Source: an optimization exercise on an open RTL-to-GDS flow (aim: small area, a short achievable clock period and few clock cycles). Production flows keep margins and buffers that such runs may drop. Function was checked by simulation only, so behaviour that the tests miss may differ from the original. Power figures rest on the tool's default switching activity, not on a simulated workload.

$ cat config.mk
export PLATFORM = sky130hd
export DESIGN_NAME = fcodec
export DESIGN_NICKNAME = fcodec
export VERILOG_FILES = /design/flow/design.v
export SDC_FILE = /design/flow/constraint.sdc
export NUM_CORES = 4
export LEC_CHECK = 0
export CAP_MARGIN = 20
export CORE_MARGIN = 2
export CORE_UTILIZATION = 30
export SLEW_MARGIN = 20
$ cat constraint.sdc
create_clock -name core_clock -period 17.0 [get_ports {clk}]
set_input_delay 3.4000 -clock core_clock [delete_from_list [all_inputs] [get_ports {clk}]]
set_output_delay 3.4000 -clock core_clock [all_outputs]
set_load 0.01 [all_outputs]
$ cat design.v
module fcodec (
    input  wire       clk,
    input  wire       rst,           
    input  wire       host_en,
    input  wire       host_we,
    input  wire [7:0] host_addr,
    input  wire [7:0] host_wdata,
    output reg  [7:0] host_rdata,
    output wire       busy,
    output wire       tx_valid,
    output wire [7:0] tx_data,
    input  wire       tx_ready,
    input  wire       rx_valid,
    input  wire [7:0] rx_data
);
    localparam [52:0] MC  = 53'h1CA5DC1A47A9E3;        
    localparam [56:0] DEN = 57'd80636641001906910;     
    localparam [7:0] C_NOP      = 8'h00;
    localparam [7:0] C_ENCSPEED = 8'h01;
    localparam [7:0] C_ENCUNITS = 8'h02;
    localparam [7:0] C_ENCANGLE = 8'h03;
    localparam [7:0] C_ENCPROBE = 8'h04;
    localparam [7:0] C_CONVA2U  = 8'h05;
    localparam [7:0] C_CONVU2A  = 8'h06;
    localparam [7:0] C_DECODE   = 8'h07;
    localparam [7:0] C_RXCLEAR  = 8'h08;
    localparam [2:0] S_IDLE = 3'd0,
                     S_MUL  = 3'd1,    
                     S_RND  = 3'd2,    
                     S_REM  = 3'd3,    
                     S_FIN  = 3'd4,    
                     S_OUT  = 3'd7,    
                     S_DIV  = 3'd5,    
                     S_DNRM = 3'd6;    
    reg  [7:0]  err;
    reg  [7:0]  id_r;
    reg  [7:0]  speed;
    reg  [7:0]  txlen;
    reg  [7:0]  txptr;
    reg  [7:0]  rxcnt;
    reg  [63:0] angle_in;
    reg  [15:0] units;
    reg  [15:0] rdeg;
    reg  [15:0] pos;
    reg  [63:0] angle_out;
    reg  [7:0]  txf [0:7];
    reg  [7:0]  rxf [0:7];
    reg         posvalid;
    reg  [2:0]   state;
    reg          enc_pending;    
    reg          dec_pending;    
    reg  [6:0]   cnt;
    reg          a_sign;
    reg  [10:0]  a_exp;
    reg  [105:0] prod;
    reg  [53:0]  dmant;           
    reg  signed [12:0] dexp;
    reg  [53:0]  dshift;
    reg  [10:0]  zcnt;
    reg  [8:0]   rem360;
    reg  [71:0]  quo;
    reg          xneg;
    reg  [65:0]  xmag;
    reg  [57:0]  drem;
    assign busy = (state != S_IDLE);
    wire txbusy = (txptr < txlen);
    wire rxfull = (rxcnt == 8'd8);
    wire [7:0] rxsum = rxf[0] + rxf[1] + rxf[2] + rxf[3] + rxf[4] + rxf[5] + rxf[6] + rxf[7];
    wire rxsumok = rxfull && (rxsum == 8'd0);
    wire errany  = (err[4:0] != 5'd0);
    wire [7:0] status = {3'b000, errany, posvalid, rxsumok, rxfull, txbusy};
    assign tx_valid = txbusy;
    assign tx_data  = txf[txptr[2:0]];
    wire hwr = host_en && host_we && !busy;
    wire hrd = host_en && !host_we && !busy;
    wire cmd_wr = hwr && (host_addr == 8'h00);
    reg [7:0] rd_mux;
    always @(*) begin
        rd_mux = 8'h00;
        case (host_addr)
            8'h01: rd_mux = status;
            8'h02: rd_mux = err;
            8'h03: rd_mux = id_r;
            8'h04: rd_mux = speed;
            8'h05: rd_mux = txlen;
            8'h06: rd_mux = txptr;
            8'h07: rd_mux = rxcnt;
            8'h10: rd_mux = units[15:8];
            8'h11: rd_mux = units[7:0];
            8'h12: rd_mux = rdeg[15:8];
            8'h13: rd_mux = rdeg[7:0];
            8'h14: rd_mux = pos[15:8];
            8'h15: rd_mux = pos[7:0];
            default: begin
                if (host_addr[7:3] == 5'b00001)         
                    rd_mux = angle_in[63 - 8*host_addr[2:0] -: 8];
                else if (host_addr[7:3] == 5'b00011)    
                    rd_mux = angle_out[63 - 8*host_addr[2:0] -: 8];
                else if (host_addr[7:3] == 5'b00100)    
                    rd_mux = txf[host_addr[2:0]];
                else if (host_addr[7:3] == 5'b00101)    
                    rd_mux = rxf[host_addr[2:0]];
            end
        endcase
    end
    wire [10:0] a_exp_eff = (a_exp == 11'd0) ? 11'd1 : a_exp;
    reg  [6:0] p_lead;
    integer li;
    always @(*) begin
        p_lead = 7'd0;
        for (li = 0; li < 106; li = li + 1)
            if (prod[li]) p_lead = li[6:0];
    end
    wire signed [12:0] drop_norm = $signed({6'd0, p_lead}) - 13'sd52;
    wire signed [12:0] drop_sub  = 13'sd48 - $signed({2'd0, a_exp_eff});
    wire signed [12:0] drop      = (drop_norm > drop_sub) ? drop_norm : drop_sub;
    wire [6:0]   drop_amt  = (drop > 0) ? drop[6:0] : 7'd0;
    wire [105:0] p_kept    = prod >> drop_amt;
    wire         p_guard   = (drop_amt != 7'd0) && prod[drop_amt - 7'd1];
    wire [105:0] p_stk_msk = (drop_amt > 7'd1) ? ~({106{1'b1}} << (drop_amt - 7'd1)) : 106'd0;
    wire         p_sticky  = |(prod & p_stk_msk);
    wire         p_up      = p_guard && (p_sticky || p_kept[0]);
    wire [53:0]  d_round   = p_kept[53:0] + {53'd0, p_up};
    wire signed [12:0] d_exp = $signed({2'd0, a_exp_eff}) - 13'sd1122 + $signed({6'd0, drop_amt});
    wire signed [12:0] d_top = d_exp + (d_round[53] ? 13'sd53 : 13'sd52);
    wire         d_ovf     = (drop > 0) && (d_top > 13'sd1023);
    wire signed [13:0] bit_w   = 14'sd53 - $signed({7'd0, cnt}) + dexp;
    wire               bit_int = (bit_w >= 0);
    wire [9:0] rem_dbl_b = {rem360, dshift[53]};
    wire [8:0] rem_nx_b  = (rem_dbl_b >= 10'd360) ? (rem_dbl_b - 10'd360) : rem_dbl_b[8:0];
    wire [9:0] rem_dbl_z = {rem360, 1'b0};
    wire [8:0] rem_nx_z  = (rem_dbl_z >= 10'd360) ? (rem_dbl_z - 10'd360) : rem_dbl_z[8:0];
    wire [12:0]  fsh_amt  = (dexp < 0) ? (-dexp) : 13'd0;
    wire         fsh_all  = (fsh_amt > 13'd109);
    wire [6:0]   fsh      = fsh_all ? 7'd0 : fsh_amt[6:0];
    wire [109:0] dfull    = {dmant, 56'd0};
    wire [109:0] dfrac_sh = dfull >> fsh;
    wire [109:0] dfrac_ls = dfull & ~({110{1'b1}} << fsh);
    wire [55:0]  frac56   = (dexp >= 0) ? 56'd0 : (fsh_all ? 56'd0 : dfrac_sh[55:0]);
    wire         fstk     = (dexp < 0) && (fsh_all ? (dmant != 54'd0) : (dfrac_ls != 110'd0));
    wire [64:0]  rfix     = {rem360, frac56[55:1], frac56[0] | fstk};    
    localparam [64:0] HALF = 65'd1 << 55;
    wire         x_neg = a_sign && (rfix > HALF);
    wire [65:0]  x_mag = !a_sign        ? ({1'b0, rfix} + {1'b0, HALF}) :
                         (rfix > HALF)  ? ({1'b0, rfix} - {1'b0, HALF}) :
                                          ({1'b0, HALF} - {1'b0, rfix});
    reg  [6:0] x_lead;
    integer xi;
    always @(*) begin
        x_lead = 7'd0;
        for (xi = 0; xi < 66; xi = xi + 1)
            if (xmag[xi]) x_lead = xi[6:0];
    end
    wire [6:0]  x_lsb    = ((x_lead > 7'd55) ? x_lead : 7'd55) - 7'd52;
    wire [65:0] x_kept   = xmag >> x_lsb;
    wire        x_guard  = xmag[x_lsb - 7'd1];
    wire        x_sticky = |(xmag & ~({66{1'b1}} << (x_lsb - 7'd1)));
    wire        x_up     = x_guard && (x_sticky || x_kept[0]);
    wire [66:0] x_rnd    = ({1'b0, x_kept} + {66'd0, x_up}) << x_lsb;
    wire [10:0] x_int    = x_rnd[66:56];
    wire        x_fracnz = (x_rnd[55:0] != 56'd0);
    wire signed [15:0] k_val = xneg ? -$signed({5'd0, x_int} + {15'd0, x_fracnz})
                                     :  $signed({5'd0, x_int});
    wire [15:0] u_val = k_val * 16'sd10 + 16'sd1500;
    reg  [6:0] q_lead;
    integer qi;
    always @(*) begin
        q_lead = 7'd0;
        for (qi = 0; qi < 72; qi = qi + 1)
            if (quo[qi]) q_lead = qi[6:0];
    end
    wire [6:0]  q_drop   = q_lead - 7'd52;
    wire [71:0] q_kept   = quo >> q_drop;
    wire        q_guard  = quo[q_drop - 7'd1];
    wire        q_sticky = (|(quo & ~({72{1'b1}} << (q_drop - 7'd1)))) || (drem != 58'd0);
    wire        q_up     = q_guard && (q_sticky || q_kept[0]);
    wire [53:0] q_mant   = q_kept[53:0] + {53'd0, q_up};
    wire [10:0] q_bexp   = {4'd0, q_lead} + 11'd958 + {10'd0, q_mant[53]};    
    wire [51:0] q_frac   = q_mant[53] ? q_mant[52:1] : q_mant[51:0];
    wire [63:0] q_result = {a_sign, q_bexp, q_frac};
    wire [57:0] drem_dbl = {drem[56:0], 1'b0};
    wire        drem_ge  = (drem_dbl >= {1'b0, DEN});
    function [7:0] cksum;
        input [7:0] b0, b1, b2, b3, b4, b6, b7;
        begin
            cksum = 8'd0 - (b0 + b1 + b2 + b3 + b4 + b6 + b7);
        end
    endfunction
    wire [15:0] p_in     = {rxf[6], rxf[7]};
    wire [15:0] u2a_src  = (host_wdata == C_DECODE) ? p_in : units;
    wire signed [16:0] u2a_v = $signed({1'b0, u2a_src}) - 17'sd1500;
    wire [15:0] u2a_m    = u2a_v[16] ? (-u2a_v[15:0]) : u2a_v[15:0];
    integer i;
    reg [7:0] rxcnt_n;
    reg [7:0] err_set, err_clr;
    reg       rx_clear;
    always @(posedge clk) begin
        if (rst) begin
            err       <= 8'h00;
            id_r      <= 8'h00;
            speed     <= 8'h64;
            txlen     <= 8'h00;
            txptr     <= 8'h00;
            rxcnt     <= 8'h00;
            angle_in  <= 64'd0;
            units     <= 16'd0;
            rdeg      <= 16'd0;
            pos       <= 16'd0;
            angle_out <= 64'd0;
            posvalid  <= 1'b0;
            for (i = 0; i < 8; i = i + 1) begin
                txf[i] <= 8'h00;
                rxf[i] <= 8'h00;
            end
            state       <= S_IDLE;
            enc_pending <= 1'b0;
            dec_pending <= 1'b0;
            host_rdata  <= 8'h00;
        end else begin
            err_set  = 8'h00;
            err_clr  = 8'h00;
            rx_clear = 1'b0;
            if (hrd)
                host_rdata <= rd_mux;
            if (hwr) begin
                case (host_addr)
                    8'h02: err_clr = host_wdata & 8'h1F;
                    8'h03: id_r  <= host_wdata;
                    8'h04: speed <= host_wdata;
                    8'h10: units[15:8] <= host_wdata;
                    8'h11: units[7:0]  <= host_wdata;
                    default:
                        if (host_addr[7:3] == 5'b00001)
                            angle_in[63 - 8*host_addr[2:0] -: 8] <= host_wdata;
                endcase
            end
            if (tx_valid && tx_ready)
                txptr <= txptr + 8'd1;
            if (cmd_wr) begin
                case (host_wdata)
                    C_NOP: ;
                    C_ENCSPEED, C_ENCUNITS, C_ENCPROBE: begin
                        if (txbusy) begin
                            err_set[1] = 1'b1;
                        end else begin
                            if (host_wdata == C_ENCSPEED) begin
                                txf[0] <= 8'h00; txf[1] <= 8'h80; txf[2] <= 8'hE9;
                                txf[3] <= id_r;  txf[4] <= speed;
                                txf[5] <= cksum(8'h00, 8'h80, 8'hE9, id_r, speed, 8'h00, 8'h00);
                                txf[6] <= 8'h00; txf[7] <= 8'h00;
                                txlen  <= 8'd8;
                            end else if (host_wdata == C_ENCUNITS) begin
                                txf[0] <= 8'h00; txf[1] <= 8'h80; txf[2] <= id_r;
                                txf[3] <= units[15:8]; txf[4] <= units[7:0];
                                txf[5] <= cksum(8'h00, 8'h80, id_r, units[15:8], units[7:0], 8'h00, 8'h00);
                                txf[6] <= 8'h00; txf[7] <= 8'h00;
                                txlen  <= 8'd8;
                            end else begin
                                txf[0] <= 8'h80; txf[1] <= id_r; txf[2] <= 8'h87;
                                txf[3] <= 8'h00; txf[4] <= 8'h00;
                                txf[5] <= cksum(8'h80, id_r, 8'h87, 8'h00, 8'h00, 8'h00, 8'h00);
                                txf[6] <= 8'h00; txf[7] <= 8'h00;
                                txlen  <= 8'd7;
                            end
                            txptr <= 8'd0;
                        end
                    end
                    C_ENCANGLE, C_CONVA2U: begin
                        if (host_wdata == C_ENCANGLE && txbusy) begin
                            err_set[1] = 1'b1;
                        end else if (angle_in[62:52] == 11'h7FF) begin
                            err_set[2] = 1'b1;
                        end else begin
                            enc_pending <= (host_wdata == C_ENCANGLE);
                            a_sign <= angle_in[63];
                            a_exp  <= angle_in[62:52];
                            prod   <= {53'd0, (angle_in[62:52] != 11'd0), angle_in[51:0]};
                            cnt    <= 7'd0;
                            state  <= S_MUL;
                        end
                    end
                    C_CONVU2A, C_DECODE: begin
                        if (host_wdata == C_DECODE && rxcnt < 8'd8) begin
                            err_set[3] = 1'b1;
                        end else begin
                            dec_pending <= (host_wdata == C_DECODE);
                            if (host_wdata == C_DECODE)
                                pos <= p_in;
                            if (u2a_m == 16'd0) begin
                                angle_out <= 64'd0;
                                if (host_wdata == C_DECODE)
                                    posvalid <= 1'b1;
                            end else begin
                                a_sign <= u2a_v[16];
                                drem   <= {2'b00, u2a_m, 40'd0};
                                quo    <= 72'd0;
                                cnt    <= 7'd0;
                                state  <= S_DIV;
                            end
                        end
                    end
                    C_RXCLEAR: begin
                        rx_clear = 1'b1;
                        posvalid <= 1'b0;
                    end
                    default: err_set[0] = 1'b1;
                endcase
            end
            case (state)
                S_MUL: begin
                    prod <= {({1'b0, prod[105:53]} + (prod[0] ? {1'b0, MC} : 54'd0)), prod[52:1]};
                    cnt  <= cnt + 7'd1;
                    if (cnt == 7'd52)
                        state <= S_RND;
                end
                S_RND: begin
                    if (d_ovf) begin
                        err_set[2]  = 1'b1;
                        enc_pending <= 1'b0;
                        state       <= S_IDLE;
                    end else begin
                        dmant  <= (drop > 0) ? d_round : prod[53:0];
                        dshift <= (drop > 0) ? d_round : prod[53:0];
                        dexp   <= d_exp;
                        zcnt   <= (d_exp > 0) ? d_exp[10:0] : 11'd0;
                        rem360 <= 9'd0;
                        cnt    <= 7'd0;
                        state  <= S_REM;
                    end
                end
                S_REM: begin
                    if (cnt != 7'd54) begin
                        if (bit_int)
                            rem360 <= rem_nx_b;
                        dshift <= {dshift[52:0], 1'b0};
                        cnt    <= cnt + 7'd1;
                    end else if (zcnt != 11'd0) begin
                        rem360 <= rem_nx_z;
                        zcnt   <= zcnt - 11'd1;
                    end else begin
                        state <= S_FIN;
                    end
                end
                S_FIN: begin
                    xneg  <= x_neg;
                    xmag  <= x_mag;
                    state <= S_OUT;
                end
                S_OUT: begin
                    units <= u_val;
                    rdeg  <= k_val;
                    if (enc_pending) begin
                        txf[0] <= 8'h00; txf[1] <= 8'h80; txf[2] <= id_r;
                        txf[3] <= u_val[15:8]; txf[4] <= u_val[7:0];
                        txf[5] <= cksum(8'h00, 8'h80, id_r, u_val[15:8], u_val[7:0], 8'h00, 8'h00);
                        txf[6] <= 8'h00; txf[7] <= 8'h00;
                        txlen  <= 8'd8;
                        txptr  <= 8'd0;
                    end
                    enc_pending <= 1'b0;
                    state <= S_IDLE;
                end
                S_DIV: begin
                    quo  <= {quo[70:0], drem_ge};
                    drem <= drem_ge ? (drem_dbl - {1'b0, DEN}) : drem_dbl;
                    cnt  <= cnt + 7'd1;
                    if (cnt == 7'd71)
                        state <= S_DNRM;
                end
                S_DNRM: begin
                    angle_out <= q_result;
                    if (dec_pending)
                        posvalid <= 1'b1;
                    dec_pending <= 1'b0;
                    state <= S_IDLE;
                end
                default: ;
            endcase
            rxcnt_n = rx_clear ? 8'd0 : rxcnt;
            if (rx_clear)
                for (i = 0; i < 8; i = i + 1)
                    rxf[i] <= 8'h00;
            if (rx_valid) begin
                if (rxcnt_n < 8'd8) begin
                    rxf[rxcnt_n[2:0]] <= rx_data;
                    rxcnt_n = rxcnt_n + 8'd1;
                end else begin
                    err_set[4] = 1'b1;
                end
            end
            rxcnt <= rxcnt_n;
            err <= (err & ~err_clr) | err_set;
        end
    end
endmodule
$ cat run.sh
#!/bin/bash
# synth_recipe.tcl (not shown) runs the flow's synth.tcl, then flattens the netlist and writes it again
# the make line also repeats each setting of config.mk as NAME=value (left out here)
make -C /OpenROAD-flow-scripts/flow DESIGN_CONFIG=/design/flow/config.mk WORK_HOME=/design/flow/orfs CLKGATE_MAP_FILE= SYNTH_SCRIPT=/design/flow/synth_recipe.tcl finish
==> metrics.md <==
| Metric | Value |
|---|---|
| Fmax achieved | `between 60 and 70 MHz` |
| Setup ws final | `roughly 1.3 ns` |
| Num CTS Buffers | `93` |
| LEAKAGE | `33.6 nW` |
| Reg2reg start | `xmag[49]$_DFFE_PP_` |
| Buffers on Ports | `47` |
| CTS tree | `done` |
| DRC Markers | `0` |
| Met1 Routed Length | `around 170000 µm` |
| Die W | `548 µm` |
| # setup viols final | `0` |
| Minimum clock period | `around 16 ns` |
| Vias in the first global route | `between 80000 and 90000` |
| Final antenna-violating net count | `0` |
| Final Cell Area | `just under 100000 µm²` |
| WL final | `426000 µm` |
| Cells after Synth | `approximately 11000` |
| RSZ-0062 raised after global routing | `no` |
| Gate power share | `about a fifth` |
| CP max FO | `68` |
| Depth of the worst register-to-register path | `64` |
| Final-layout fill cell count | `about 31000` |
| Maxcap violations | `0` |
| WP data required | `17.65 ns` |
| WP data arrival | `16.38 ns` |
| Top-count cell post-synth | `nand2_1` |
| Mux cell area share after synthesis | `roughly a tenth` |
| Die Ht | `between 500 and 600 µm` |
| Pin count of the biggest net entering global routing | `173` |
| Final net count | `11200` |
| Min-delay src | `pos[0]$_SDFFE_PP0P_` |
| Netlist Area Pre-Place | `~90000 µm²` |
| Clk latency of the worst-skew pair | `approximately 0.75 ns` |
| Critical path capture point type | `flop` |
| Synth Area in Compound Gates | `approximately 28%` |
| Peak VDD IR | `between 0.08 and 0.09 mV` |
| Via count | `~100000` |
| Fin Setup TNS | `0 ns` |
| # H-tree levels | `3` |
| Util after Layout | `between 30% and 40%` |
| GRT Total Usage | `26.8%` |
| Largest family of logic cells by synthesized area | `compound AO/OA/AOI/OAI gates` |
| Grt ovf | `0` |
| Clk pwr share | `between 30% and 40%` |
| DP Wirelength | `311000 µm` |
| Standard-cell rows | `between 150 and 200` |
| Switching Share | `31.8%` |
| Main area contributors after synthesis | `edfxtp_1 18%, dfxtp_1 6.7%, mux2i_1 5.2%, nand2_1 4.8%, nor2_1 4.5%` |
| CP max-delay cell | `edfxtp_1` |
| Critical path type | `reg2reg` |
| R2r setup slk | `1.27 ns` |
| Vias per inst | `roughly 6.5` |
| Uppermost layer routed | `met5` |
| Register share of total power | `about two fifths` |
| Fin. max-slew vios | `0` |
| CTS Buffer Depth | `3` |
| Internal power | `roughly 3.8 mW` |
| Final hold vios | `0` |
| Synth top area share | `between 10% and 20%` |
| Post-synth top flop | `edfxtp_1` |
| Relative slew slack | `between 10% and 20%` |
| Yosys cell types | `approximately 130` |
| Mapped Avg Cell Area | `around 8 µm²` |
| Adder-Cell Fraction of Synth Area | `approximately 4.3%` |
| Post-DP Area | `93000 µm²` |
| Initial Util | `30.2%` |
| Top cell by count, worst path | `ha_1` |
| Ys async rst share | `0%` |
| Period utilisation layout | `slightly above 90%` |
| Drt wl/cell | `around 29 µm` |
| RR Endpoint | `txf[5][7]$_SDFF_PP0_` |
| Register clock-pin slew on the reported worst setup and hold paths | `0.07 ns` |
| Place WS | `between 1 and 1.5 ns` |
| Syn_nets | `~12000` |
| First DRT Iteration DRCs | `between 10000 and 15000` |
| CTS Sinks | `around 820` |
| Status | `timing/DRC/antenna clean` |
| Layout cells sized above 1 | `~9.0%` |
| Tot Pwr | `5.54 mW` |
| Pwr Density | `57.5 nW/µm²` |
| # IOs | `48` |
| Worst setup SP type | `flop` |
| Met3 routed WL | `43500 µm` |
| Commonest cells in the netlist | `1138 x nand2_1, 1066 x nor2_1, 757 x a21oi_1, 730 x clkbuf_1, 696 x o21ai_0` |
| Yosys warns | `2` |
| EDFF count, synth | `522` |
| Final GP Congestion | `1.03` |
| Synth Area in XOR/XNOR | `4.20%` |
| Hold crit path type | `reg2reg` |
| First-pass GRT wire length | `621000 µm` |
| Simple-gate area share of the yosys netlist | `between 20% and 30%` |
| Die ar. | `301000 µm²` |
| Root buffer cell | `clkbuf_16` |
| Hold endpoint | `pos[0]$_SDFFE_PP0P_` |
| Hold buffer count at cts | `0` |
| First drt pass iteration count | `12` |
| Final Skew | `between 0.07 and 0.08 ns` |
| Sequential area share after synthesis | `roughly a quarter` |
| Core box area | `a little under 300000 µm²` |
| Synth area leader | `edfxtp_1` |
| Psw | `between 1.5 and 2 mW` |
| Slew @ Worst Pin | `roughly 1.2 ns` |
| Max incr delay on CP | `between 0.6 and 0.7 ns` |
| Hold Path Depth | `2` |
| #FFs+latches synth | `between 800 and 900` |
| Initial antenna violation count | `12` |
| Layout area overhead | `8.31%` |
| Met2 Routed Length | `~180000 µm` |
-- power groups by stage --
stage	Clock, mW	Sequential (mW)	Combinational (mW)
floorplan	0	2.23	0.731
global placement	0	2.27	1.10
detailed placement	0	2.27	1.10
CTS	2.19	2.23	1.10
global route	2.27	2.24	1.21
finish	2.16	2.24	1.15
-- stage by stage --
step,std cells,hold slack (ns)
2_1_floorplan,11400,0.420
3_3_place_gp,14700,0.442
3_5_place_dp,14700,0.446
4_1_cts,14900,0.455
5_1_grt,14900,0.477
6_report,14900,0.456
-- how the worst max path moves through the flow --
stage          cells after the start  slack, ns                      to               start
4_1_cts                           65       1.33    txf[5][7]$_SDFF_PP0_  xmag[53]$_DFFE_PP_
5_1_grt                           65       0.05    txf[5][7]$_SDFF_PP0_  xmag[49]$_DFFE_PP_
6_report                          64       1.27    txf[5][7]$_SDFF_PP0_  xmag[49]$_DFFE_PP_
3_3_place_gp                      61       1.54    txf[5][7]$_SDFF_PP0_  xmag[53]$_DFFE_PP_
3_5_place_dp                      65       1.37    txf[5][7]$_SDFF_PP0_  xmag[53]$_DFFE_PP_
2_1_floorplan                     24       1.85  drem[10]$_SDFFCE_PN0P_       host_wdata[4]
-- timing repair --
item | CTS | global route
setup buffers | 0 | 1
endpoints found under the hold margin | 0 | 0
resized for setup | 0 | 8
endpoints found under the setup margin | 0 | 1
-- state kept, by name, indices dropped and copies added, names as in the netlist, 64 cells and up --
name	flops
angle_in	64
quo	72
txf	64
xmag	66
rxf	64
prod	106
angle_out	64
-- layout make-up --
type                            instances  area, µm²  share of cell area, %
Antenna cell                            8       20.0                 0.0208
Clock buffer                          117       2520                   2.62
Clock inverter                         57        714                  0.742
Inverter                              367       1400                   1.45
Multi-Input combinational cell       9236      62100                   64.4
Sequential cell                       821      21700                   22.5
Tap cell                             3919       4900                   5.09
Timing Repair Buffer                  374       3020                   3.14
-- critical path, delay by kind of cell, from the launching register on --
| kind | cells | cell delay (ns) |
|---|---|---|
| buffers and inverters | 8 | 1.34 |
| xor gates and xnor gates | 6 | 1.52 |
| DFF | 1 | 0.67 |
| and+or+nand+nor | 14 | 3.72 |
| AOI/OAI and AO/OA | 23 | 4.91 |
| adders and majority gates | 11 | 3.10 |
| muxes | 2 | 0.33 |
-- layout by cell type (no fill, tap or decap), types with 52 or more instances in the layout --
cell type  count
a222oi_1      55
inv_1        350
o22ai_1      115
ha_1         216
a221oi_1      98
nor2b_1       54
nand2b_1      52
o21a_1        69
and2_1       165
a211oi_1     261
nand3_1      510
a21o_1        74
and3_1       189
nor4_1       238
clkbuf_16     96
dfxtp_1      298
o21ai_0      690
a32oi_1       62
or3_1         72
mux2i_1      458
o211ai_1     195
nor3_1       353
mux4_2       143
a22oi_1      190
nor2_1      1052
nand2_1     1131
nand4_1      153
edfxtp_1     522
xor2_1       159
mux2_2       101
buf_4        319
a21oi_1      751
a31oi_1      147
fa_1          56
xnor2_1      260
o31ai_1       98
a221o_1       62
-- cell families after synthesis --
family	after synthesis
simple gates	4244
compound gates	3585
buf+inv	1375
flops	821
mux	706
xor+xnor	425
fa+ha+maj	276
-- layer usage --
layer  global-route usage (%)  vias up
met5                        0        -
met4                     14.1       16
met3                     5.32     1565
met2                     41.4     6390
met1                     35.4    46800
li1                         -    42400
Testbench counts, summed over its fixed seeds: cycles 354,118.

==> what the ideal ports hide <==
The results above use ideal ports. As a check the final layout listed here was re-extracted and re-timed, cells and wires unchanged. Step 1, drivers: a clkbuf_16 drives clk and a buf_2 each remaining input, both assumed. Step 2, shift: input delay + t, output delay - t, t = (earliest + latest rising clock arrival at the registers) / 2. This alone moves slack from input paths to output paths. a / b / c = no drivers / after step 1 / after step 2; a / b = the first two.
shift t [ns]: 0.806
setup WS [ns]: 1.274 / 1.274 / 1.274
worst hold slack (ns): 0.456 / 0.456 / 0.456
After both steps this run still meets setup and hold. For this run, drivers alone change the setup slack by 0.000 ns; drivers and shift together by 0.000 ns.
